Background: an optimization exercise with open tools, aiming at small area, a short achievable clock period and few clock cycles. Do not read the settings as production practice.
Function was checked by simulation only, so behaviour that the tests miss may differ from the original.
No activity file was given, so power comes from the tool's default toggle rates.

### flow/config.mk
export PLATFORM = sky130hd
export DESIGN_NAME = pcx2sms_core
export DESIGN_NICKNAME = pcx2sms_core
export VERILOG_FILES = /design/flow/design.v
export SDC_FILE = /design/flow/constraint.sdc
export NUM_CORES = 4
export LEC_CHECK = 0
export CAP_MARGIN = 20
export CORE_MARGIN = 2
export CORE_UTILIZATION = 40
export SLEW_MARGIN = 20
### flow/constraint.sdc
create_clock -name core_clock -period 8.0 [get_ports {clk}]
set_input_delay 1.6000 -clock core_clock [delete_from_list [all_inputs] [get_ports {clk}]]
set_output_delay 1.6000 -clock core_clock [all_outputs]
set_load 0.01 [all_outputs]
### flow/design.v
module pcx2sms_step #(
    parameter NC = 2
) (
    input  wire              act,         
    input  wire [8*2*NC-1:0] vb,          
    input  wire [2*NC:0]     agt,         
    input  wire              pend_mk,     
    input  wire [5:0]        pend_len,
    input  wire [5:0]        sl_cursor,
    input  wire [5:0]        sl_left,     
    input  wire              decode,      
    input  wire [7:0]        run_value,
    input  wire [5:0]        run_length,
    output reg               trunc,       
    output reg  [2*NC:0]     kpos,        
    output reg               refill,      
    output reg               split,       
    output reg  [5:0]        split_len,
    output reg               any_code,    
    output reg  [7:0]        last_val,    
    output reg  [5:0]        last_len,
    output reg               overrun,     
    output reg               row_end,     
    output reg  [5:0]        cur,         
    output reg  [5:0]        left,        
    output reg  [7:0]        pre_val,     
    output reg  [5:0]        pre_len,
    output reg  [5:0]        pre_cur,
    output reg  [5:0]        pre_left,
    output reg  [NC-1:0]     em,          
    output reg  [7*NC-1:0]   em_e,        
    output reg  [8*NC-1:0]   em_v         
);
    localparam NB = 2 * NC;
    reg  [NB:0] sp_pos  [0:NC];          
    reg  [5:0]  sp_cur  [0:NC];          
    reg  [5:0]  sp_left [0:NC];          
    reg  [7:0]  c_val   [0:NC-1];
    reg  [5:0]  c_len   [0:NC-1];
    reg         c_av1   [0:NC-1];        
    reg         c_cpl   [0:NC-1];        
    reg         c_ovr   [0:NC-1];        
    reg         c_end   [0:NC-1];        
    reg         c_emp   [0:NC-1];        
    reg  [7:0]  ba, bb;
    reg         av1, av2, av3, mk, pm, two, a;
    integer i, j;
    always @(*) begin
        sp_pos[0] = {{(NB){1'b0}}, 1'b1};
        sp_cur[0] = sl_cursor;
        sp_left[0] = sl_left;
        for (i = 0; i < NC; i = i + 1) begin
            ba = 8'd0; bb = 8'd0; av1 = 1'b0; av2 = 1'b0; av3 = 1'b0;
            for (j = 0; j <= NB; j = j + 1)
                if (sp_pos[i][j]) begin
                    if (j < NB)     ba = vb[8*j +: 8];
                    if (j + 1 < NB) bb = vb[8*(j+1) +: 8];
                    av1 = agt[j];
                    if (j + 1 <= NB) av2 = agt[j+1];
                    if (j + 2 <= NB) av3 = agt[j+2];
                end
            pm  = (i == 0) && pend_mk;
            mk  = (ba[7:6] == 2'b11) && !pm;
            two = mk && av2;
            c_av1[i] = av1;
            c_cpl[i] = !mk || av2;
            c_len[i] = pm ? pend_len : (mk ? ba[5:0] : 6'd1);
            c_val[i] = two ? bb : ba;
            c_ovr[i] = c_len[i] > sp_left[i];
            c_end[i] = c_len[i] == sp_left[i];
            c_emp[i] = two ? !av3 : !av2;
            sp_pos[i+1]  = two ? (sp_pos[i] << 2) : (sp_pos[i] << 1);
            sp_cur[i+1]  = sp_cur[i] + c_len[i];
            sp_left[i+1] = sp_left[i] - c_len[i];
        end
    end
    always @(*) begin
        trunc = 1'b0; split = 1'b0; split_len = 6'd0; refill = 1'b0;
        any_code = 1'b0; last_val = run_value; last_len = run_length;
        overrun = 1'b0; row_end = 1'b0; cur = sl_cursor; left = sl_left;
        pre_val = run_value; pre_len = run_length; pre_cur = sl_cursor; pre_left = sl_left;
        em = {NC{1'b0}}; em_e = {7*NC{1'b0}}; em_v = {8*NC{1'b0}};
        kpos = {{(NB){1'b0}}, 1'b1};
        a = act;
        for (i = 0; i < NC; i = i + 1) begin
            em_e[7*i +: 7] = {1'b0, sp_cur[i+1]};
            em_v[8*i +: 8] = c_val[i];
            if (a) begin
                if (!c_av1[i]) begin
                    if (i == 0) trunc = 1'b1;
                    a = 1'b0;
                end else if (i > 0 && c_cpl[i] && !decode && c_ovr[i]) begin
                    a = 1'b0;
                end else begin
                    pre_val = last_val; pre_len = last_len;
                    pre_cur = sp_cur[i]; pre_left = sp_left[i];
                    kpos = sp_pos[i+1];
                    if (!c_cpl[i]) begin
                        split = 1'b1; split_len = c_len[i];
                        a = 1'b0;
                    end else begin
                        any_code = 1'b1; last_val = c_val[i]; last_len = c_len[i];
                        if (decode) begin
                            a = 1'b0;
                        end else if (c_ovr[i]) begin
                            overrun = 1'b1;
                            a = 1'b0;
                        end else begin
                            em[i] = 1'b1;
                            cur   = sp_cur[i+1];
                            left  = sp_left[i+1];
                            if (c_end[i]) begin
                                row_end = 1'b1;
                                a = 1'b0;
                            end
                        end
                    end
                    if (c_emp[i]) begin
                        refill = 1'b1;
                        a = 1'b0;
                    end
                end
            end
        end
    end
endmodule
module pcx2sms_core (
    input  wire         clk,
    input  wire         rst,
    input  wire         host_we,
    input  wire [3:0]   host_addr,
    input  wire [31:0]  host_wdata,
    output reg  [31:0]  host_rdata,
    input  wire [1:0]   buf_sel,
    input  wire [6:0]   buf_idx,
    output reg  [7:0]   buf_rdata,
    output wire         sr_req,
    input  wire         sr_ack,
    input  wire         sr_err,
    input  wire [4:0]   sr_n,
    input  wire [127:0] sr_data
);
    localparam NC = 2;           
    localparam NB = 2 * NC;      
    localparam ST_IDLE = 2'd0, ST_READY = 2'd1, ST_BUSY = 2'd2, ST_ERROR = 2'd3;
    localparam C_NOP = 4'd0, C_START = 4'd1, C_PACK = 4'd2, C_DECODE = 4'd3, C_FILL = 4'd4;
    localparam E_TRUNC = 4'd1, E_OVERRUN = 4'd2, E_DIM = 4'd3, E_IO = 4'd4,
               E_SEQ = 4'd5, E_ILLEGAL = 4'd6;
    localparam MD_DECODE = 2'd0, MD_FILL = 2'd1, MD_PACK = 2'd2;
    reg  [1:0]  state;
    reg         cmd_ignored;
    reg  [3:0]  err_code;
    reg  [31:0] err_offset;      
    reg  [31:0] width_reg;
    reg  [31:0] w_latched;
    reg  [31:0] in_offset;
    reg  [31:0] refill_count;
    reg  [4:0]  in_cursor;
    reg  [4:0]  in_filled;
    reg  [4:0]  w_avail;         
    reg  [15:0] cur_oh;          
    reg         eos;
    reg  [7:0]  run_value;
    reg  [5:0]  run_length;
    reg  [5:0]  sl_cursor;
    reg  [5:0]  sl_left;         
    reg  [5:0]  sh_left;
    reg         rd_pend;         
    reg         need;            
    reg  [1:0]  mode;
    reg         copy;            
    reg  [2:0]  row;
    reg         pend_mk;         
    reg  [5:0]  pend_len;
    reg         ovr_pend;        
    reg  [7:0]  sh_value;        
    reg  [5:0]  sh_length;       
    reg  [5:0]  sh_cursor;
    reg  [127:0]  win;
    reg  [255:0]  scan;
    reg  [1023:0] tile;
    wire [5:0]  w6 = w_latched[5:0];
    wire        wreg_legal = (width_reg[31:6] == 26'd0) && (width_reg[2:0] == 3'd0) &&
                             (width_reg[5:0] != 6'd0) && (width_reg[5:0] <= 6'd32);
    wire        ctrl_wr  = host_we && (host_addr == 4'd0);
    wire [3:0]  cmd      = host_wdata[3:0];
    wire        illegal  = (host_wdata[31:4] != 28'd0) || (cmd >= 4'd5);
    wire        start_ok = ctrl_wr && !illegal && (cmd == C_START) && (state != ST_BUSY);
    wire        start_rd = start_ok && wreg_legal;
    wire        busy   = (state == ST_BUSY);
    wire        run    = busy && need && !ovr_pend && !copy;
    wire        decode = (mode == MD_DECODE);
    integer j;
    reg  [8*NB-1:0] vb;
    reg  [NB:0]     agt;
    reg  [7:0]      wb;
    integer q;
    always @(*) begin
        for (j = 0; j < NB; j = j + 1) begin
            wb = 8'd0;
            for (q = 0; q + j < 16; q = q + 1)
                wb = wb | ({8{cur_oh[q]}} & win[8*(q+j) +: 8]);
            vb[8*j +: 8] = rd_pend ? sr_data[8*j +: 8] : wb;
        end
        for (j = 0; j <= NB; j = j + 1)
            agt[j] = rd_pend ? (sr_n > j) : (w_avail > j);
    end
    wire        s_trunc, s_refill, s_split, s_any, s_overrun, s_row_end;
    wire [NB:0] kpos;
    wire [5:0]  split_len, last_len, cur, pre_len, pre_cur, left, pre_left;
    wire [7:0]  last_val, pre_val;
    wire [NC-1:0]   s_em;
    wire [7*NC-1:0] em_e;
    wire [8*NC-1:0] em_v;
    pcx2sms_step #(.NC(NC)) step (
        .act(run), .vb(vb), .agt(agt), .pend_mk(pend_mk), .pend_len(pend_len),
        .sl_cursor(sl_cursor), .sl_left(sl_left), .decode(decode),
        .run_value(run_value), .run_length(run_length),
        .trunc(s_trunc), .kpos(kpos), .refill(s_refill), .split(s_split), .split_len(split_len),
        .any_code(s_any), .last_val(last_val), .last_len(last_len),
        .overrun(s_overrun), .row_end(s_row_end), .cur(cur), .left(left),
        .pre_val(pre_val), .pre_len(pre_len), .pre_cur(pre_cur), .pre_left(pre_left),
        .em(s_em), .em_e(em_e), .em_v(em_v));
    wire        tk       = !rd_pend || sr_ack;
    wire        trunc    = tk && s_trunc;
    reg  [4:0]  k_raw;
    always @(*) begin
        k_raw = 5'd0;
        for (j = 1; j <= NB; j = j + 1)
            if (kpos[j]) k_raw = k_raw | j[4:0];
    end
    wire [4:0]  k        = tk ? k_raw : 5'd0;
    reg  [15:0] cur_sh;          
    always @(*) begin
        cur_sh = 16'd0;
        for (j = 1; j <= NB; j = j + 1)
            if (kpos[j]) cur_sh = cur_sh | (cur_oh << j);
    end
    wire        refill   = tk && s_refill;
    wire        split    = tk && s_split;
    wire        any_code = tk && s_any;
    wire        overrun  = tk && s_overrun;
    wire        row_end  = tk && s_row_end;
    wire [NC-1:0]   em   = {NC{tk}} & s_em;
    assign sr_req = (busy && rd_pend) || start_rd;
    wire        ans      = busy && rd_pend && sr_ack;        
    wire        ans_err  = ans && sr_err;
    wire        cp_step  = busy && need && copy;
    wire [3:0]  scan_lo  = scan[{sl_cursor[4:0], 3'b000} +: 4];
    wire        cp_end   = (sl_cursor + 6'd1 == w6);
    wire        r_end    = row_end || (cp_step && cp_end);
    wire        fin      = (any_code && decode) ||
                           (row_end && (mode == MD_FILL || row == 3'd7));
    wire [28:0] off_hi1  = in_offset[31:3] + 29'd1;
    reg  [3:0]  off_lo;
    reg  [4:0]  cur_k, avl_k;
    reg  [3:0]  t_lo;
    always @(*) begin
        off_lo = {1'b0, in_offset[2:0]};
        cur_k  = rd_pend ? 5'd0 : in_cursor;
        avl_k  = rd_pend ? sr_n : w_avail;
        for (j = 1; j <= NB; j = j + 1)
            if (tk && kpos[j]) begin
                t_lo   = {1'b0, in_offset[2:0]} + j[3:0];
                off_lo = t_lo;
                cur_k  = (rd_pend ? 5'd0 : in_cursor) + j[4:0];
                avl_k  = (rd_pend ? sr_n : w_avail) - j[4:0];
            end
    end
    wire [31:0] off_next = {off_lo[3] ? off_hi1 : in_offset[31:3], off_lo[2:0]};
    wire        pend_nx  = rd_pend ? (!sr_ack || refill) : refill;
    reg  [31:0] wmask;
    reg  [7:0]  pval [0:31];
    reg         lt_prev, lt_cur;
    integer x, r, p, i;
    always @(*)
        for (x = 0; x < 32; x = x + 1) begin
            wmask[x] = 1'b0; pval[x] = 8'd0;
            lt_prev = (x < sl_cursor);
            for (i = 0; i < NC; i = i + 1) begin
                lt_cur = (x < em_e[7*i +: 7]);
                if (em[i] && lt_cur && !lt_prev) begin
                    wmask[x] = 1'b1;
                    pval[x]  = pval[x] | em_v[8*i +: 8];
                end
                lt_prev = lt_cur;
            end
            if (cp_step && x == sl_cursor) begin
                wmask[x] = 1'b1;
                pval[x]  = {4'd0, scan_lo};
            end
        end
    always @(posedge clk) begin
        if (rst) begin
            state        <= ST_IDLE;
            cmd_ignored  <= 1'b0;
            err_code     <= 4'd0;
            err_offset   <= 32'd0;
            width_reg    <= 32'd0;
            w_latched    <= 32'd0;
            in_offset    <= 32'd0;
            refill_count <= 32'd0;
            in_cursor    <= 5'd0;
            in_filled    <= 5'd0;
            w_avail      <= 5'd0;
            cur_oh       <= 16'd1;
            eos          <= 1'b0;
            run_value    <= 8'd0;
            run_length   <= 6'd0;
            sl_cursor    <= 6'd0;
            sl_left      <= 6'd0;
            sh_left      <= 6'd0;
            rd_pend      <= 1'b0;
            need         <= 1'b0;
            mode         <= MD_DECODE;
            copy         <= 1'b0;
            row          <= 3'd0;
            pend_mk      <= 1'b0;
            pend_len     <= 6'd0;
            ovr_pend     <= 1'b0;
            sh_value     <= 8'd0;
            sh_length    <= 6'd0;
            sh_cursor    <= 6'd0;
        end else begin
            if (host_we && host_addr == 4'd2)
                width_reg <= host_wdata;
            if (ctrl_wr) begin
                if (state == ST_BUSY) begin
                    cmd_ignored <= 1'b1;
                end else if (state == ST_ERROR && (illegal || (cmd != C_NOP && cmd != C_START))) begin
                    cmd_ignored <= 1'b1;
                end else if (illegal) begin
                    err_code   <= E_ILLEGAL;
                    err_offset <= in_offset;
                    state      <= ST_ERROR;
                end else if (state == ST_IDLE && cmd != C_NOP && cmd != C_START) begin
                    err_code   <= E_SEQ;
                    err_offset <= in_offset;
                    state      <= ST_ERROR;
                end else begin
                    case (cmd)
                        C_START: begin
                            err_code     <= wreg_legal ? 4'd0 : E_DIM;
                            err_offset   <= 32'd0;
                            cmd_ignored  <= 1'b0;
                            in_cursor    <= 5'd0;
                            in_filled    <= 5'd0;
                            w_avail      <= 5'd0;
                            cur_oh       <= 16'd1;
                                            eos          <= 1'b0;
                            in_offset    <= 32'd0;
                            refill_count <= wreg_legal ? 32'd1 : 32'd0;
                            run_value    <= 8'd0;
                            run_length   <= 6'd0;
                            sl_cursor    <= wreg_legal ? width_reg[5:0] : 6'd0;
                            sl_left      <= 6'd0;
                            w_latched    <= width_reg;
                            state        <= wreg_legal ? ST_BUSY : ST_ERROR;
                            rd_pend      <= wreg_legal;
                            need         <= 1'b0;
                            pend_mk      <= 1'b0;
                            ovr_pend     <= 1'b0;
                            sh_value     <= 8'd0;
                            sh_length    <= 6'd0;
                            sh_cursor    <= width_reg[5:0];
                            sh_left      <= 6'd0;
                            if (wreg_legal && sr_ack) begin
                                rd_pend <= 1'b0;
                                if (sr_err) begin
                                    err_code <= E_IO;
                                    state    <= ST_ERROR;
                                end else begin
                                    win       <= sr_data;
                                    in_filled <= sr_n;
                                    w_avail   <= sr_n;
                                    eos       <= (sr_n == 5'd0);
                                    state     <= ST_READY;
                                end
                            end
                        end
                        C_PACK: begin
                            state     <= ST_BUSY;
                            need      <= 1'b1;
                            mode      <= MD_PACK;
                            row       <= 3'd0;
                            copy      <= (sl_cursor != w6);
                            sl_left   <= w6;
                            if (sl_cursor == w6)
                                sl_cursor <= 6'd0;
                        end
                        C_DECODE: begin
                            state <= ST_BUSY;
                            need  <= 1'b1;
                            mode  <= MD_DECODE;
                        end
                        C_FILL: begin
                            state     <= ST_BUSY;
                            need      <= 1'b1;
                            mode      <= MD_FILL;
                            copy      <= 1'b0;
                            sl_cursor <= 6'd0;
                            sl_left   <= w6;
                        end
                        default: ;   
                    endcase
                end
            end
            if (busy) begin
                if (refill)
                    refill_count <= refill_count + 32'd1;
                if (ans_err) begin
                    err_code   <= E_IO;
                    state      <= ST_ERROR;
                    rd_pend    <= 1'b0;
                    err_offset <= in_offset;
                    run_value  <= sh_value;
                    run_length <= sh_length;
                    sl_cursor  <= sh_cursor;
                    sl_left    <= sh_left;
                end else begin
                    if (ans) begin
                        win       <= sr_data;
                        in_filled <= sr_n;
                        eos       <= (sr_n == 5'd0);
                    end
                    if (ans) begin
                        in_cursor <= cur_k;
                        w_avail   <= avl_k;
                        cur_oh    <= {{(15-NB){1'b0}}, kpos};
                    end else if (k != 5'd0) begin
                        in_cursor <= cur_k;
                        w_avail   <= avl_k;
                        cur_oh    <= cur_sh;
                    end
                    in_offset <= off_next;
                    if (refill) begin
                        sh_value  <= pre_val;
                        sh_length <= pre_len;
                        sh_cursor <= pre_cur;
                        sh_left   <= pre_left;
                    end
                    if (split) begin
                        pend_mk  <= 1'b1;
                        pend_len <= split_len;
                    end else if (any_code) begin
                        pend_mk  <= 1'b0;
                    end
                    if (any_code) begin
                        run_value  <= last_val;
                        run_length <= last_len;
                    end
                    if (!ovr_pend)
                        err_offset <= (pend_mk && !trunc) ? in_offset - 32'd1 : in_offset;
                    rd_pend <= pend_nx;
                    if ((ans && ovr_pend) || (overrun && !pend_nx)) begin
                        err_code <= E_OVERRUN;
                        state    <= ST_ERROR;
                    end else if (trunc) begin
                        err_code   <= E_TRUNC;
                        err_offset <= in_offset;
                        state      <= ST_ERROR;
                    end else if (overrun) begin
                        ovr_pend <= 1'b1;
                    end else begin
                        if (fin)
                            need <= 1'b0;
                        if (cp_step) begin
                            sl_cursor <= sl_cursor + 6'd1;
                            sl_left   <= sl_left - 6'd1;
                        end else if (em[0]) begin
                            sl_cursor <= cur;
                            sl_left   <= left;
                        end
                        if (r_end) begin
                            if (mode == MD_FILL) begin
                                sl_cursor <= 6'd0;
                                sl_left   <= w6;
                            end else if (row != 3'd7) begin
                                sl_cursor <= 6'd0;
                                sl_left   <= w6;
                                row       <= row + 3'd1;
                                copy      <= 1'b0;
                            end
                        end
                        if (!pend_nx && (!need || fin))
                            state <= ST_READY;
                    end
                end
            end
        end
    end
    wire we_scan = !cp_step && !overrun;
    wire we_tile = (mode == MD_PACK) && !overrun;
    always @(posedge clk) begin
        for (x = 0; x < 32; x = x + 1) begin
            if (we_scan && wmask[x])
                scan[8*x +: 8] <= pval[x];
            for (r = 0; r < 8; r = r + 1)
                if (we_tile && wmask[x] && row == r)
                    for (p = 0; p < 4; p = p + 1)
                        tile[8*((x/8)*32 + r*4 + p) + 7 - (x%8)] <= pval[x][p];
        end
    end
    always @(*) begin
        case (host_addr)
            4'd1:    host_rdata = {24'd0, err_code, 1'b0, cmd_ignored, state};
            4'd2:    host_rdata = width_reg;
            4'd3:    host_rdata = w_latched;
            4'd4:    host_rdata = in_offset;
            4'd5:    host_rdata = {eos, 10'd0, in_filled, 11'd0, in_cursor};
            4'd6:    host_rdata = {18'd0, run_length, run_value};
            4'd7:    host_rdata = {26'd0, sl_cursor};
            4'd8:    host_rdata = (state == ST_ERROR) ? err_offset : 32'd0;
            4'd9:    host_rdata = refill_count;
            default: host_rdata = 32'd0;
        endcase
    end
    always @(*) begin
        case (buf_sel)
            2'd0:    buf_rdata = win[{buf_idx[3:0], 3'b000} +: 8];
            2'd1:    buf_rdata = scan[{buf_idx[4:0], 3'b000} +: 8];
            2'd2:    buf_rdata = tile[{buf_idx, 3'b000} +: 8];
            default: buf_rdata = 8'd0;
        endcase
    end
endmodule
### flow/run.sh
#!/bin/bash
# synth_recipe.tcl (not shown) runs the flow's synth.tcl, then flattens the netlist and writes it again
# the make line also repeats each setting of config.mk as NAME=value (left out here)
make -C /OpenROAD-flow-scripts/flow DESIGN_CONFIG=/design/flow/config.mk WORK_HOME=/design/flow/orfs CLKGATE_MAP_FILE= SYNTH_SCRIPT=/design/flow/synth_recipe.tcl finish
==> results.txt, run 1 <==
R2R Path Start cur_oh[7]$_SDFF_PP0_; Core Rows 166; Slew HR 20.70%; area grow syn2layout 14.93%; Critical Path End Type register; CP startpoint kind register; FF-to-FF setup slack 520 ps; Multi-input gate area 32840 sq um; Hold Startpoint w_latched[26]$_SDFFE_PP0P_; ys flop type edfxtp_1; Reg area 47630 sq um; CTS max path bufs 3; Leak 26.39 nW; first-pass GRT wire length 418.5 mm; Die W 458.6 um; Reg clk slew, reported paths 60 ps; DRC errors left 0; fill cell count 18000; CTS Sinks 1675; DR iter-0 viols 9674; Yosys Warn Count 13; Pre-antenna DRT Iters 10; synthesized area 82670 sq um; Slew @ Worst Pin 1190 ps; status timing/DRC/antenna clean; Hold Slack 459.5 ps; # IOs 224; R2R cell count 21; P per Cell Area 201.4 nW/um^2; H-tree depth 4; skew final 72.12 ps; port buffer count 223; Seq cells post-synth 1675; Tcrit/Tclk final 93.46%; post-DP HPWL 197.7 mm; Final Non-Filler Cells 9216; initial antenna violation count 14; Setup crit start cur_oh[7]$_SDFF_PP0_; Max Cap Viol 0; total core area 205000 sq um; vias post-DR 61590; Initial Util 40.33%; max FFs per register 1024; pins over their slew limit 0; ys async rst share 0%; worst IR drop on VDD 0.2056 mV; Die Y-Extent 458.6 um; TritonCTS clock tree done; Worst Hold Path EP w_latched[26]$_SDFFE_PP0P_; share of cells above drive strength 1 20.05%; Req. time, crit path 8490 ps; critical path class reg2reg; Post-synth EDFFs 1408; vias in the first global route 59100; largest net degree at the start of global routing 78; area of the die 210300 sq um; # setup viols final 0; Routed WL 291.5 mm; CTS resizes 0; total track usage 26.98%; Cells after Synth 6225; Max Fclk 133.7 MHz; syn_area_per_cell 13.28 sq um; reg-to-reg endpoint scan[168]$_DFFE_PP_; worst skew pair latency 870 ps; Netlist cell types 105; Hold Path Depth 2; setup_tns 0 ps; net count after synthesis 6465; CP most frequent cell inv_1; hold crit path type reg2reg; Num CTS Buffers 180; clock root cell clkbuf_16; fin nets 6604; crit path max-delay cell type a2111o_1; crit path cell chain buf_4, a221oi_1, nand4_1, mux2_2, a22oi_1, inv_1, ha_1, a21oi_1, nor2b_1, nor2_1, xor2_1, inv_1, ha_1, inv_1, o21bai_1, a21oi_1, xnor2_4, and2_1, a2111o_1, and3_1, nor2_1; register name with the most flops tile; utilization after layout 46.35%; CP Data Arrival Time 7970 ps; vias per inst 6.683; setup bufs post-CTS 0; antenna-violating nets left 0; RSZ-0062 raised after global routing no; DP Cell Count 8869; hold buffers post-CTS 0; grt total ovfl 0; Final Critical Period 7477 ps; Hold Violations, Final 0; largest registers tile x1024, scan x256, win x128; routed wire length per instance 31.63 um; GPL Wtd Cong 1.005; largest stage delay on the critical path 690 ps; crit-path max FO 17; Seq/Total Area, Yosys 57.61%
## per-layer routing
layer	routed length, um	global-route usage [%]	vias to the layer above
li1	-	-	25320
met1	110700	35.95	31120
met2	133400	41.82	4296
met3	31420	5.870	845
met4	15890	13.14	8
met5	80	0.1837	-
## worst max-delay path: cells and delay by family (launching register included)
kind                       cells  cell delay (ps)
AOI/OAI and AO/OA              6             2140
DFF                            1              630
adders and majority gates      2              680
buffers and inverters          4              810
muxes                          1              450
and+or+nand+nor                6             1980
xor gates and xnor gates       2              380
## synth_stat cells (11+ instances only)
library cell	instances	area [sq um]
edfxtp_1	1408	42280
nand2_1	566	2125
nor2_1	533	2001
mux4_2	492	11080
clkbuf_1	401	1505
dfxtp_1	267	5345
a21oi_1	258	1291
a22oi_1	209	1569
o22ai_1	173	1082
o21ai_0	160	800.8
mux2_2	147	1655
nand3_1	147	735.7
o221ai_1	126	1104
nor3_1	88	440.4
buf_1	87	326.6
inv_1	75	281.5
a221oi_1	69	604.3
mux2i_1	67	670.6
a222oi_1	61	610.6
a22o_1	60	525.5
nand4_1	60	375.4
and3_1	54	337.8
buf_2	54	270.3
ha_1	53	663.1
a211oi_1	40	300.3
xnor2_1	39	341.6
or3_1	38	237.7
o211ai_1	34	255.2
o31ai_1	33	247.7
nor4_1	32	200.2
nand2b_1	29	181.4
a31oi_1	24	150.1
and2_1	24	150.1
xor2_1	19	166.4
a21o_1	18	135.1
nor2b_1	18	112.6
a2111o_1	15	168.9
a311oi_1	14	122.6
a32oi_1	11	96.34
## power by group
part | leakage, nW | internal, W | switching, W
clock network | 3.03 | 0.00503 | 0.00366
registers | 12.2 | 0.00938 | 0.0000791
logic | 11.1 | 0.000370 | 0.000610
## how the worst max path moves through the flow
stage,to,slack (ps)
finish,scan[168]$_DFFE_PP_,520
global route,scan[173]$_SDFFCE_PP0P_,130
CTS,scan[170]$_DFFE_PP_,740
detailed placement,scan[173]$_SDFFCE_PP0P_,200
global placement,scan[172]$_SDFFCE_PP0P_,290
floorplan,scan[168]$_DFFE_PP_,1100
## cell families after synthesis
kind of cell	synth area share [%]
AO/OA/AOI/OAI	12.48
XOR/XNOR	0.6478
adder cells (fa/ha/maj)	0.8990
buffers and inverters	3.021
flip-flops	57.61
multiplexers	16.29
AND/OR/NAND/NOR	9.055
## placed cells by master, fill, tap and decap left out, drive strengths merged, types with 19 or more instances in the layout
| cell type | instances |
|---|---|
| a211oi | 43 |
| a21oi | 258 |
| a221oi | 69 |
| a222oi | 61 |
| a22o | 60 |
| a22oi | 209 |
| a31oi | 24 |
| and2 | 25 |
| and3 | 54 |
| buf | 290 |
| bufinv | 22 |
| clkbuf | 225 |
| clkdlybuf4s50 | 216 |
| clkinv | 80 |
| dfxtp | 267 |
| edfxtp | 1408 |
| ha | 53 |
| inv | 88 |
| mux2 | 147 |
| mux2i | 70 |
| mux4 | 492 |
| nand2 | 566 |
| nand2b | 29 |
| nand3 | 147 |
| nand4 | 60 |
| nor2 | 543 |
| nor3 | 92 |
| nor4 | 33 |
| o211ai | 34 |
| o21ai | 168 |
| o221ai | 126 |
| o22ai | 174 |
| o31ai | 34 |
| or3 | 39 |
| xnor2 | 40 |
| xor2 | 19 |
## cell type report
| type | instances | area share [%] |
|---|---|---|
| repair buffers | 507 | 4.904 |
| well taps | 2688 | 3.540 |
| diodes | 8 | 0.02107 |
| inverters | 79 | 0.3305 |
| clock buffers | 224 | 5.068 |
| flip-flops and latches | 1675 | 50.13 |
| multi-input cells | 3921 | 34.56 |
| clock inverters | 114 | 1.447 |
## through the flow
step	instance area [sq um]	worst slack [ps]	total power (W)
6_report	95020	523.3	0.01913
5_1_grt	95000	131.2	0.01959
4_1_cts	94960	742.2	0.01920
3_5_place_dp	88770	203.3	0.01060
3_3_place_gp	88770	291.0	0.01059
2_1_floorplan	82670	1099	0.01013
Testbench counts, summed over its fixed seeds: cycles 6,380.
==> run 2: changes to the inputs <==
--- a/flow/design.v
+++ b/flow/design.v
@@ -244,4 +244,9 @@
     wire [NC-1:0]   em   = {NC{tk}} & s_em;
-    assign sr_req = (busy && rd_pend) || start_rd;
-    wire        ans      = busy && rd_pend && sr_ack;        
+    wire        pre      = busy && need && !rd_pend && !copy && !ovr_pend &&
+                           ((w_avail == 5'd1) ||
+                            (w_avail == 5'd2 && !pend_mk && vb[7:6] == 2'b11));
+    assign sr_req = (busy && (rd_pend || pre)) || start_rd;
+    wire        ans_w    = pre && sr_ack;                    
+    wire        ans_s    = busy && rd_pend && sr_ack;        
+    wire        ans      = ans_w || ans_s;
     wire        ans_err  = ans && sr_err;
@@ -270,3 +275,3 @@
     wire [31:0] off_next = {off_lo[3] ? off_hi1 : in_offset[31:3], off_lo[2:0]};
-    wire        pend_nx  = rd_pend ? (!sr_ack || refill) : refill;
+    wire        pend_nx  = rd_pend ? (!sr_ack || refill) : (refill && !ans_w);
     reg  [31:0] wmask;
@@ -410,3 +415,3 @@
                     refill_count <= refill_count + 32'd1;
-                if (ans_err) begin
+                if (ans_err && rd_pend) begin
                     err_code   <= E_IO;
@@ -419,2 +424,9 @@
                     sl_left    <= sh_left;
+                end else if (ans_err) begin
+                    err_code   <= E_IO;
+                    state      <= ST_ERROR;
+                    err_offset <= off_next;
+                    in_offset  <= off_next;
+                    in_cursor  <= in_filled;
+                    w_avail    <= 5'd0;
                 end else begin
@@ -425,3 +437,7 @@
                     end
-                    if (ans) begin
+                    if (ans_w) begin
+                        in_cursor <= 5'd0;
+                        w_avail   <= sr_n;
+                        cur_oh    <= 16'd1;
+                    end else if (ans) begin
                         in_cursor <= cur_k;
--- a/flow/config.mk
+++ b/flow/config.mk
@@ -7,5 +7,6 @@
 export LEC_CHECK = 0
-export CAP_MARGIN = 20
+export CAP_MARGIN = 40
 export CORE_MARGIN = 2
 export CORE_UTILIZATION = 40
-export SLEW_MARGIN = 20
+export SETUP_SLACK_MARGIN = 2.5
+export SLEW_MARGIN = 40
==> run 2 against run 1 <==
  * Still clean on timing, DRC and antenna
  * Clock-buffer cell count grew 3
  * Sequential share of layout area shrank 6.0 points
  * Register-to-register slack gained 1700 ps
  * Wire length grew 9.9%
  * Core utilization grew 5.7 points
  * Combinational power grew 46%
  * Cell area grew 14%
  * Hold slack lost 2.5 ps
  * Setup slack gained 1500 ps
  * Via count grew 7.6%
  * Synthesized area grew 1.2%
  * Global-route usage grew 1.8 points
==> results.txt, run 2 <==
post-synth top area cell edfxtp_1; Num CTS Buffers 178; pins over their slew limit 0; total track usage 28.73%; commonest non-fill, non-tap cell in the layout edfxtp_1; area of the die 212900 sq um; largest cells by area after synthesis edfxtp_1 (51%), mux4_2 (13%), dfxtp_1 (6.4%); RSZ-0062 raised after global routing yes; Die W 461.4 um; Reg area 47680 sq um; most frequent cells in the layout edfxtp_1 (1408), mux4_2 (489), buf_4 (450); DRC errors left 0; Slew HR 18.86%; grt total ovfl 0; CP Data Arrival Time 4360 ps; CP startpoint kind input pin; hold crit path type reg2reg; Yosys Warn Count 13; Core Rows 167; Multi-input gate area 40410 sq um; area share of the largest cell type after synthesis 50.52%; Hold Violations, Final 0; CTS Sinks 1675; total core area 207500 sq um; setup_tns 0 ps; largest net degree at the start of global routing 76; Slew @ Worst Pin 1217 ps; Final Non-Filler Cells 9979; critical path class in2out; Routed WL 320.5 mm; GR met3 Demand/Resource 6.887%; status timing/DRC/antenna clean; GRT met1 Usage 37.83%; # IOs 224; clock root cell clkbuf_16; first-pass GRT wire length 445.2 mm; grt peak-use layer met2; ys async rst share 0%; Pre-antenna DRT Iters 11; fin nets 7274; Netlist cell types 98; port buffer count 223; P per Cell Area 175.9 nW/um^2; Critical Path End Type primary output; antenna-violating nets left 0; initial antenna violation count 18; vias per inst 6.638; Final Critical Period 5963 ps; H-tree depth 4; share of cells above drive strength 1 35.51%; most common cell in the synthesized netlist edfxtp_1; Seq/Total Area, Yosys 56.91%; fill cell count 17050; largest registers tile x1024, scan x256, win x128; routed wire length per instance 32.12 um; DP Cell Count 9146; Tcrit/Tclk final 74.53%; met2 usage 44.47%; worst IR drop on VDD 0.2343 mV; worst skew pair latency 900 ps; Max Fclk 167.7 MHz; GPL Wtd Cong 0.9970; vias post-DR 66240; syn_area_per_cell 13.01 sq um; Post-synth EDFFs 1408; skew final 98.67 ps; vias in the first global route 62300; crit-path max FO 8; Req. time, crit path 6400 ps; Initial Util 40.34%; # setup viols final 0; ys flop type edfxtp_1; CTS max path bufs 3; area grow syn2layout 29.08%; TritonCTS clock tree done; Hold Slack 457.0 ps; Die Y-Extent 461.4 um; Seq cells post-synth 1675; max FFs per register 1024; hold buffers post-CTS 0; FF-to-FF setup slack 2250 ps; post-DP HPWL 205.3 mm; register name with the most flops tile; Commonest cells post-synth edfxtp_1 (1408), nor2_1 (631), nand2_1 (517); net count after synthesis 6673; DR iter-0 viols 10640; Max Cap Viol 0; Leak 33.83 nW; Cells after Synth 6434; synthesized area 83690 sq um; Reg clk slew, reported paths 60 ps
==> run 2: cell count changes after synthesis, sizes merged, moves of 14 or more <==
cell	before	now
a22oi	209	224
clkbuf	401	436
xnor2	40	56
o21ai	168	266
a22o	60	29
nand3	147	118
o221ai	126	43
xor2	19	65
a211oi	43	74
buf	149	123
nor2	543	634
nand2	566	517
a31oi	24	38
o22a	6	99
==> run 2: where the power goes <==
part | switching (W) | internal, W
Combinational | 0.000841 | 0.000584
Sequential | 0.0000813 | 0.00938
Clock | 0.00367 | 0.00445
Total | 0.00459 | 0.0144
==> run 2: path summary, 6_finish.rpt <==
| check | startpoint | end | cells past startpoint |
|---|---|---|---|
| setup / recovery | buf_idx[0] | buf_rdata[5] | 10 |
| hold / removal | w_latched[25]$_SDFFE_PP0P_ | w_latched[25]$_SDFFE_PP0P_ | 2 |
| setup reg to reg | win[1]$_DFFE_PN_ | tile[606]$_DFFE_PP_ | 25 |
| hold reg to reg | w_latched[25]$_SDFFE_PP0P_ | w_latched[25]$_SDFFE_PP0P_ | 2 |
==> run 2: stage by stage <==
step | total power (W) | utilization, % | instance area (sq um) | setup slack [ps]
after floorplan | 0.01024 | - | 87140 | 1910
after global placement | 0.01074 | 44.62 | 92580 | 386.1
after detailed placement | 0.01075 | 44.75 | 92840 | 353.4
after CTS | 0.01893 | 49.44 | 102600 | 2036
after global routing | 0.01945 | 52.06 | 108000 | 1990
final | 0.01900 | 52.06 | 108000 | 2037
==> run 2: area by class of cell <==
| class | instances | share of cell area, % |
|---|---|---|
| sequential | 1675 | 44.13 |
| timing repair buffer | 959 | 9.641 |
| clock inverter | 101 | 0.9046 |
| multi-input combinational | 4140 | 37.40 |
| clock buffer | 227 | 4.369 |
| tap | 2788 | 3.229 |
| antenna | 8 | 0.01853 |
| inverter | 81 | 0.3000 |
==> run 2: timing repair <==
action,4_1_cts,5_1_grt
endpoints found under the setup margin,2796,2544
pin swaps,126,224
resized for setup,440,548
cloned,27,32
buffers inserted,171,261
==> run 2: cells by family after synthesis <==
| group | count (synthesis) | share of synthesized area [%] |
|---|---|---|
| and+or+nand+nor | 1683 | 8.951 |
| xor gates and xnor gates | 121 | 1.320 |
| DFF | 1675 | 56.91 |
| muxes | 699 | 15.89 |
| adders and majority gates | 57 | 0.8851 |
| buffers and inverters | 640 | 2.930 |
| AOI/OAI and AO/OA | 1559 | 13.11 |
==> run 2: layer usage <==
| metal | share of wire [%] | routed length, um | vias up |
|---|---|---|---|
| met5 | 0.024 | 78 | - |
| li1 | - | - | 27090 |
| met2 | 45 | 145200 | 4737 |
| met4 | 6.1 | 19550 | 8 |
| met3 | 11 | 36260 | 1084 |
| met1 | 37 | 119400 | 33330 |
==> run 2: critical path, cell delays in order <==
cell and delay (ps):
buf_16 140, buf_16 160, buf_12 140, buf_16 150
mux4_2 510, mux4_2 530, mux4_2 570, mux2i_2 190
o22ai_2 120, buf_2 210
Testbench counts of run 2, summed over its fixed seeds: cycles 6,007.
==> run 3: changes to the inputs <==
--- a/flow/design.v
+++ b/flow/design.v
@@ -142,3 +142,3 @@
 );
-    localparam NC = 2;           
+    localparam NC = 3;           
     localparam NB = 2 * NC;      
@@ -264,2 +264,3 @@
         off_lo = {1'b0, in_offset[2:0]};
+        t_lo   = 4'd0;
         cur_k  = rd_pend ? 5'd0 : in_cursor;
--- a/flow/config.mk
+++ b/flow/config.mk
@@ -10,3 +10,3 @@
 export CORE_UTILIZATION = 40
-export SETUP_SLACK_MARGIN = 2.5
+export SETUP_SLACK_MARGIN = 1.0
 export SLEW_MARGIN = 40
==> run 3 against run 2 <==
  * Largest cell class unchanged
  * Cell area grew 0.56%
  * Critical path depth shrank 2
  * Largest power group unchanged
  * Synthesized cell count grew 16%
  * Wire length grew 13%
  * Clock power grew 7.8%
  * Fmax shrank 15%
==> results.txt, run 3 <==
grt peak-use layer met2; Routed WL 361.3 mm; # IOs 224; DP Cell Count 10860; Post-synth EDFFs 1408; total track usage 30.74%; Hold Violations, Final 0; CP Data Arrival Time 5390 ps; Die W 478.0 um; Pre-antenna DRT Iters 12; Cell Int Power 0.01491 W; Hold Startpoint w_latched[22]$_SDFFE_PP0P_; pins over their slew limit 0; hold crit path type reg2reg; vias post-DR 74550; Final Instance Area 108600 sq um; Hold Slack 458.6 ps; Num CTS Buffers 183; reg-to-reg endpoint tile[387]$_DFFE_PP_; initial antenna violation count 11; Cells after Synth 7468; DR iter-0 viols 11470; first-pass GRT wire length 516.5 mm; worst IR drop on VDD 0.2226 mV; Setup crit start buf_idx[0]; critical path class in2out; Core Rows 174; utilization after layout 48.49%; Reg clk slew, reported paths 60 ps; Netlist cell types 111; Critical Path End Type primary output; routed wire length per instance 32.12 um; area share of the largest cell type after synthesis 47.04%; largest stage delay on the critical path 570 ps; fin nets 8353; area grow syn2layout 20.85%; FF-to-FF setup slack 1210 ps; crit path cell chain buf_8, buf_12, mux4_2, mux4_2, mux4_2, mux2i_1, o22ai_1, clkdlybuf4s50_1; grt total ovfl 0; net count after synthesis 7728; max FFs per register 1024; skew final 84.53 ps; largest cells by area after synthesis edfxtp_1 (47%), mux4_2 (12%), dfxtp_1 (5.9%); R2R Path Start cur_oh[5]$_SDFF_PP0_; total core area 224000 sq um; Worst Hold Path EP w_latched[22]$_SDFFE_PP0P_; crit-path max FO 29; CTS max path bufs 3; ys async rst share 0%; TritonCTS clock tree done; Req. time, crit path 6400 ps; switching part of the total 24.58%; met2 usage 46.27%; # setup viols final 0; register name with the most flops tile; most frequent cells in the layout edfxtp_1 (1408), buf_4 (784), nand2_1 (712); area of the die 228500 sq um; Seq/Total Area, Yosys 52.98%; commonest non-fill, non-tap cell in the layout edfxtp_1; RSZ-0062 raised after global routing yes; clock root cell clkbuf_16; Slew @ Worst Pin 982.0 ps; CP startpoint kind input pin; post-DP HPWL 256.3 mm; largest net degree at the start of global routing 90; clock power share 44.3%; Gate power share 7.8%; CP most frequent cell mux4_2; hold buffers post-CTS 0; Seq cells post-synth 1675; antenna-violating nets left 0; sequential power share 48.0%; CTS Sinks 1675; worst skew pair latency 900 ps; GPL Wtd Cong 1.024; area of placed instances 101400 sq um; DRC errors left 0; Final Critical Period 6989 ps; Initial Util 40.12%; synthesized area 89890 sq um; Die Y-Extent 478.0 um; Commonest cells post-synth edfxtp_1 (1408), nand2_1 (726), nor2_1 (675); Max Cap Viol 0; ys flop type edfxtp_1; port buffer count 223; crit path max-delay cell type clkdlybuf4s50_1; Slew HR 33.84%; share of cells above drive strength 1 26.75%; Hold Path Depth 2; Max Fclk 143.1 MHz; most common cell in the synthesized netlist edfxtp_1; Yosys Warn Count 13; status timing/DRC/antenna clean; Final Non-Filler Cells 11250; Tcrit/Tclk final 87.37%; vias per inst 6.628; largest registers tile x1024, scan x256, win x128; post-synth top area cell edfxtp_1; P per Cell Area 182.0 nW/um^2; syn_area_per_cell 12.04 sq um; GR met3 Demand/Resource 7.901%; GRT met1 Usage 41.10%; R2R cell count 27; vias in the first global route 71460; H-tree depth 4; Leak 33.54 nW; switching power 0.004859 W
## run 3: kinds of logic after synthesis
family / after synthesis / share of synthesized area [%]
AO/OA/AOI/OAI: 2041 / 15.77
XOR/XNOR: 120 / 1.193
adder cells (fa/ha/maj): 78 / 1.133
buffers and inverters: 746 / 3.239
flip-flops: 1675 / 52.98
multiplexers: 734 / 15.25
AND/OR/NAND/NOR: 2074 / 10.43
## run 3: worst max path at each step
stage | to | slack, ps | cells after the start
final | buf_rdata[1] | 1010 | 8
after global routing | err_offset[24]$_SDFF_PP0_ | 950 | 31
after CTS | err_offset[8]$_SDFF_PP0_ | 950 | 34
after detailed placement | w_avail[2]$_SDFF_PP0_ | -160 | 30
after global placement | tile[199]$_DFFE_PP_ | -130 | 33
after floorplan | err_offset[21]$_SDFF_PP0_ | 840 | 31
## run 3: stage by stage
stage / power, W / setup WS (ps) / TNS [ps]
3_3_place_gp: 0.01111 / -128.7 / -9080
4_1_cts: 0.01979 / 949.6 / 0
6_report: 0.01977 / 1011 / 0
3_5_place_dp: 0.01112 / -164.1 / -34530
5_1_grt: 0.02024 / 948.2 / 0
2_1_floorplan: 0.01034 / 842.2 / 0
## run 3: repair_timing
item	CTS	global route
endpoints found under the setup margin	898	2340
buffers inserted	19	15
gates cloned	1	0
pin swaps	21	43
gates resized for setup	51	112
## run 3: worst max-delay path, delay by kind of cell
kind | cells | cell delay, ps
AOI/OAI and AO/OA | 1 | 350
muxes | 4 | 2100
buffers and inverters | 3 | 1250
## run 3: cell type report
class                      count  area [sq um]
antenna                        8         20.02
clock buffer                 219          4796
clock inverter               120          1426
fill                       19730        115400
inverter                     100         394.1
multi-input combinational   5047         41040
sequential                  1675         47660
tap                         2992          3744
timing repair buffer        1086          9555
## run 3: routing by layer
layer	routed length (um)	share of wire, %
met5	73	0.020
met4	21330	5.9
met3	41190	11
met2	160000	44
met1	138700	38
## run 3: power groups by stage
| stage | clock (W) | sequential, W | combinational (W) |
|---|---|---|---|
| floorplan | 0 | 0.00962 | 0.000721 |
| CTS | 0.00885 | 0.00948 | 0.00147 |
| detailed placement | 0 | 0.00966 | 0.00145 |
| global placement | 0 | 0.00966 | 0.00145 |
| global route | 0.00918 | 0.00948 | 0.00158 |
| finish | 0.00875 | 0.00948 | 0.00153 |
Testbench counts of run 3, summed over its fixed seeds: cycles 4,796.
==> run 4: changes to the inputs <==
--- a/flow/config.mk
+++ b/flow/config.mk
@@ -10,3 +10,3 @@
 export CORE_UTILIZATION = 40
-export SETUP_SLACK_MARGIN = 1.0
+export SETUP_SLACK_MARGIN = 1.5
 export SLEW_MARGIN = 40
==> run 4 against run 3 <==
  * Still clean
  * Global-route usage grew 0.22 points
  * Critical path depth grew 24
  * Synthesized area is the same
  * Die area is the same
  * Register-to-register slack gained 40 ps
  * Clock skew grew 40 ps
  * Critical path type is now in2reg
  * Critical endpoint is now in_offset[18]$_SDFF_PP0_
  * Largest cell class unchanged
  * Highest routed layer unchanged
==> results.txt, run 4 <==
Reg clk slew, reported paths 60 ps; # IOs 224; most common cell in the synthesized netlist edfxtp_1; skew final 124.2 ps; hold buffers post-CTS 0; area of the die 228500 sq um; switching part of the total 25.09%; worst skew pair latency 930 ps; initial antenna violation count 22; fill cell count 18730; ys flop type edfxtp_1; Die W 478.0 um; CTS Sinks 1675; Critical Path End Type register; clock root cell clkbuf_16; setup_tns 0 ps; area of placed instances 101400 sq um; Gate power share 9.0%; CP startpoint kind input pin; Initial Util 40.12%; Seq cells post-synth 1675; vias per inst 6.758; Final Non-Filler Cells 11600; grt peak-use layer met2; share of cells above drive strength 1 36.22%; Tcrit/Tclk final 84.93%; routed wire length per instance 33.14 um; vias post-DR 78380; Num CTS Buffers 183; GRT met1 Usage 41.22%; Cell Int Power 0.01476 W; area share of the largest cell type after synthesis 47.04%; Hold Violations, Final 0; syn_area_per_cell 12.04 sq um; Leak 36.56 nW; first-pass GRT wire length 519.8 mm; Setup WS post-layout 1205 ps; Yosys Warn Count 13; Slew HR 8.318%; clock power share 42.9%; hold crit path type reg2reg; vias in the first global route 72580; Pre-antenna DRT Iters 10; net count after synthesis 7728; DRC errors left 0; Final Instance Area 118200 sq um; utilization after layout 52.75%; H-tree depth 4; CTS max path bufs 3; antenna-violating nets left 0; # setup viols final 0; Netlist cell types 111; CP Data Arrival Time 7590 ps; post-DP HPWL 250.8 mm; post-synth top area cell edfxtp_1; pins over their slew limit 0; FF-to-FF setup slack 1250 ps; Max Cap Viol 0; synthesized area 89890 sq um; Post-synth EDFFs 1408; sequential power share 48.1%; Seq/Total Area, Yosys 52.98%; Final Critical Period 6795 ps; fin nets 8701; most frequent cells in the layout edfxtp_1 (1408), buf_4 (719), nand2_1 (696); critical path class in2reg; register name with the most flops tile; max FFs per register 1024; Slew @ Worst Pin 1346 ps; Die Y-Extent 478.0 um; switching power 0.004945 W; crit-path max FO 6; Req. time, crit path 8790 ps; GR met3 Demand/Resource 8.243%; area grow syn2layout 31.46%; total core area 224000 sq um; grt total ovfl 0; crit path max-delay cell type clkdlybuf4s50_1; Commonest cells post-synth edfxtp_1 (1408), nand2_1 (726), nor2_1 (675); total track usage 30.96%; largest cells by area after synthesis edfxtp_1 (47%), mux4_2 (12%), dfxtp_1 (5.9%); RSZ-0062 raised after global routing yes; Core Rows 174; GPL Wtd Cong 1.024; Routed WL 384.4 mm; largest net degree at the start of global routing 75; commonest non-fill, non-tap cell in the layout edfxtp_1; port buffer count 223; Max Fclk 147.2 MHz; met2 usage 46.40%; dpl ws -138.2 ps; TritonCTS clock tree done; largest registers tile x1024, scan x256, win x128; P per Cell Area 166.8 nW/um^2; DR iter-0 viols 12100; DP Cell Count 10840; status timing/DRC/antenna clean; worst IR drop on VDD 0.1749 mV; largest stage delay on the critical path 550 ps; ys async rst share 0%; Cells after Synth 7468
run 4: cell types whose count changed in the layout (fill, tap and decap cells not counted), moves of 43 or more:
cell      delta
nor2_1     -178
nor2_4     +221
a21oi_4     +96
buf_6      +339
a21oi_1    -157
nor2_2      -43
a21oi_2     +61
buf_4       -65
a221oi_1    -50
run 4: what timing repair did:
| action | in CTS | in global routing |
|---|---|---|
| pin swaps | 65 | 356 |
| setup buffers | 63 | 248 |
| gates resized for setup | 237 | 1540 |
| endpoints found under the setup margin | 2621 | 2496 |
| gates cloned | 3 | 93 |
run 4: cell families after synthesis:
logic type,count (synthesis),share of synthesized area (%)
adders and majority gates,78,1.133
AOI/OAI and AO/OA,2041,15.77
xor gates and xnor gates,120,1.193
muxes,734,15.25
buffers and inverters,746,3.239
DFF,1675,52.98
and+or+nand+nor,2074,10.43
run 4: worst max-delay path, delay by kind of cell:
| family | cells | cell delay (ps) |
|---|---|---|
| buffers and inverters | 6 | 1150 |
| AND/OR/NAND/NOR | 12 | 2240 |
| adder cells (fa/ha/maj) | 2 | 560 |
| multiplexers | 1 | 330 |
| AO/OA/AOI/OAI | 11 | 1690 |
run 4: final cells by class:
type,count,area [sq um],share of cell area (%)
well taps,2992,3744,3.168
inverters,100,399.1,0.3378
repair buffers,1426,14160,11.98
clock buffers,226,4825,4.083
flip-flops and latches,1675,47680,40.35
diodes,15,37.54,0.03176
clock inverters,110,1109,0.9381
multi-input cells,5055,46220,39.11
run 4: worst paths after layout:
| kind | start | endpoint | cells past startpoint |
|---|---|---|---|
| worst min-delay path | w_latched[18]$_SDFFE_PP0P_ | w_latched[18]$_SDFFE_PP0P_ | 2 |
| worst max-delay path | sr_data[14] | in_offset[18]$_SDFF_PP0_ | 32 |
| worst max register to register | win[94]$_DFFE_PN_ | in_offset[18]$_SDFF_PP0_ | 34 |
| worst min register to register | w_latched[18]$_SDFFE_PP0P_ | w_latched[18]$_SDFFE_PP0P_ | 2 |
run 4: metal layers:
metal	share of wire, %	vias to the layer above
met3	13	1352
met2	44	6143
met1	37	39100
met5	0.040	-
li1	-	31770
met4	6.5	12
run 4: power groups by stage:
stage / logic [W] / registers (W) / clock network, W
after global placement: 0.00145 / 0.00966 / 0
after global routing: 0.00182 / 0.00947 / 0.00885
after detailed placement: 0.00145 / 0.00966 / 0
final: 0.00178 / 0.00947 / 0.00845
after floorplan: 0.000728 / 0.00962 / 0
after CTS: 0.00152 / 0.00947 / 0.00854
run 4: per-stage QoR:
step | hold slack [ps] | total power (W)
3_3_place_gp | 442.1 | 0.01111
3_5_place_dp | 449.4 | 0.01111
6_report | 455.6 | 0.01971
5_1_grt | 474.3 | 0.02014
2_1_floorplan | 436.0 | 0.01034
4_1_cts | 457.1 | 0.01952

[static timing again, ports no longer ideal]
In the flow no input, the clock included, has a driving cell. The finished layouts below were timed again as built, in two steps.
Step 1: set_driving_cell puts a clkbuf_16 on clk and a buf_2 on each other input, an assumption about the parent block.
Step 2 moves the port delays by t, midway between the first and last clock arrival at a register: inputs arrive t later, outputs are due t later. That takes back most of the time a late clock gives input paths.
a / b / c = ideal / step 1 / step 2; a / b = the first two.
| run | shift t [ns] | slack for setup (ns) | worst setup path after step 2 | clock arrival spread, ns | cell pins on the clock port's net |
|---|---|---|---|---|---|
| run 1 | 0.934 | 0.523 / 0.523 / 0.044 | input to register | 0.073 / 0.072 | 1 |
| run 2 | 0.946 | 2.037 / 1.671 / 1.422 | input to register | 0.098 / 0.098 | 1 |
| run 3 | 0.951 | 1.011 / 0.960 / 0.278 | input to register | 0.086 / 0.086 | 1 |
| run 4 | 0.962 | 1.205 / 1.164 / 0.303 | input to register | 0.124 / 0.124 | 1 |
After both steps every run listed still meets setup and hold. For run 4, which loses most, drivers alone change the setup slack by -0.041 ns; drivers and shift together by -0.902 ns.
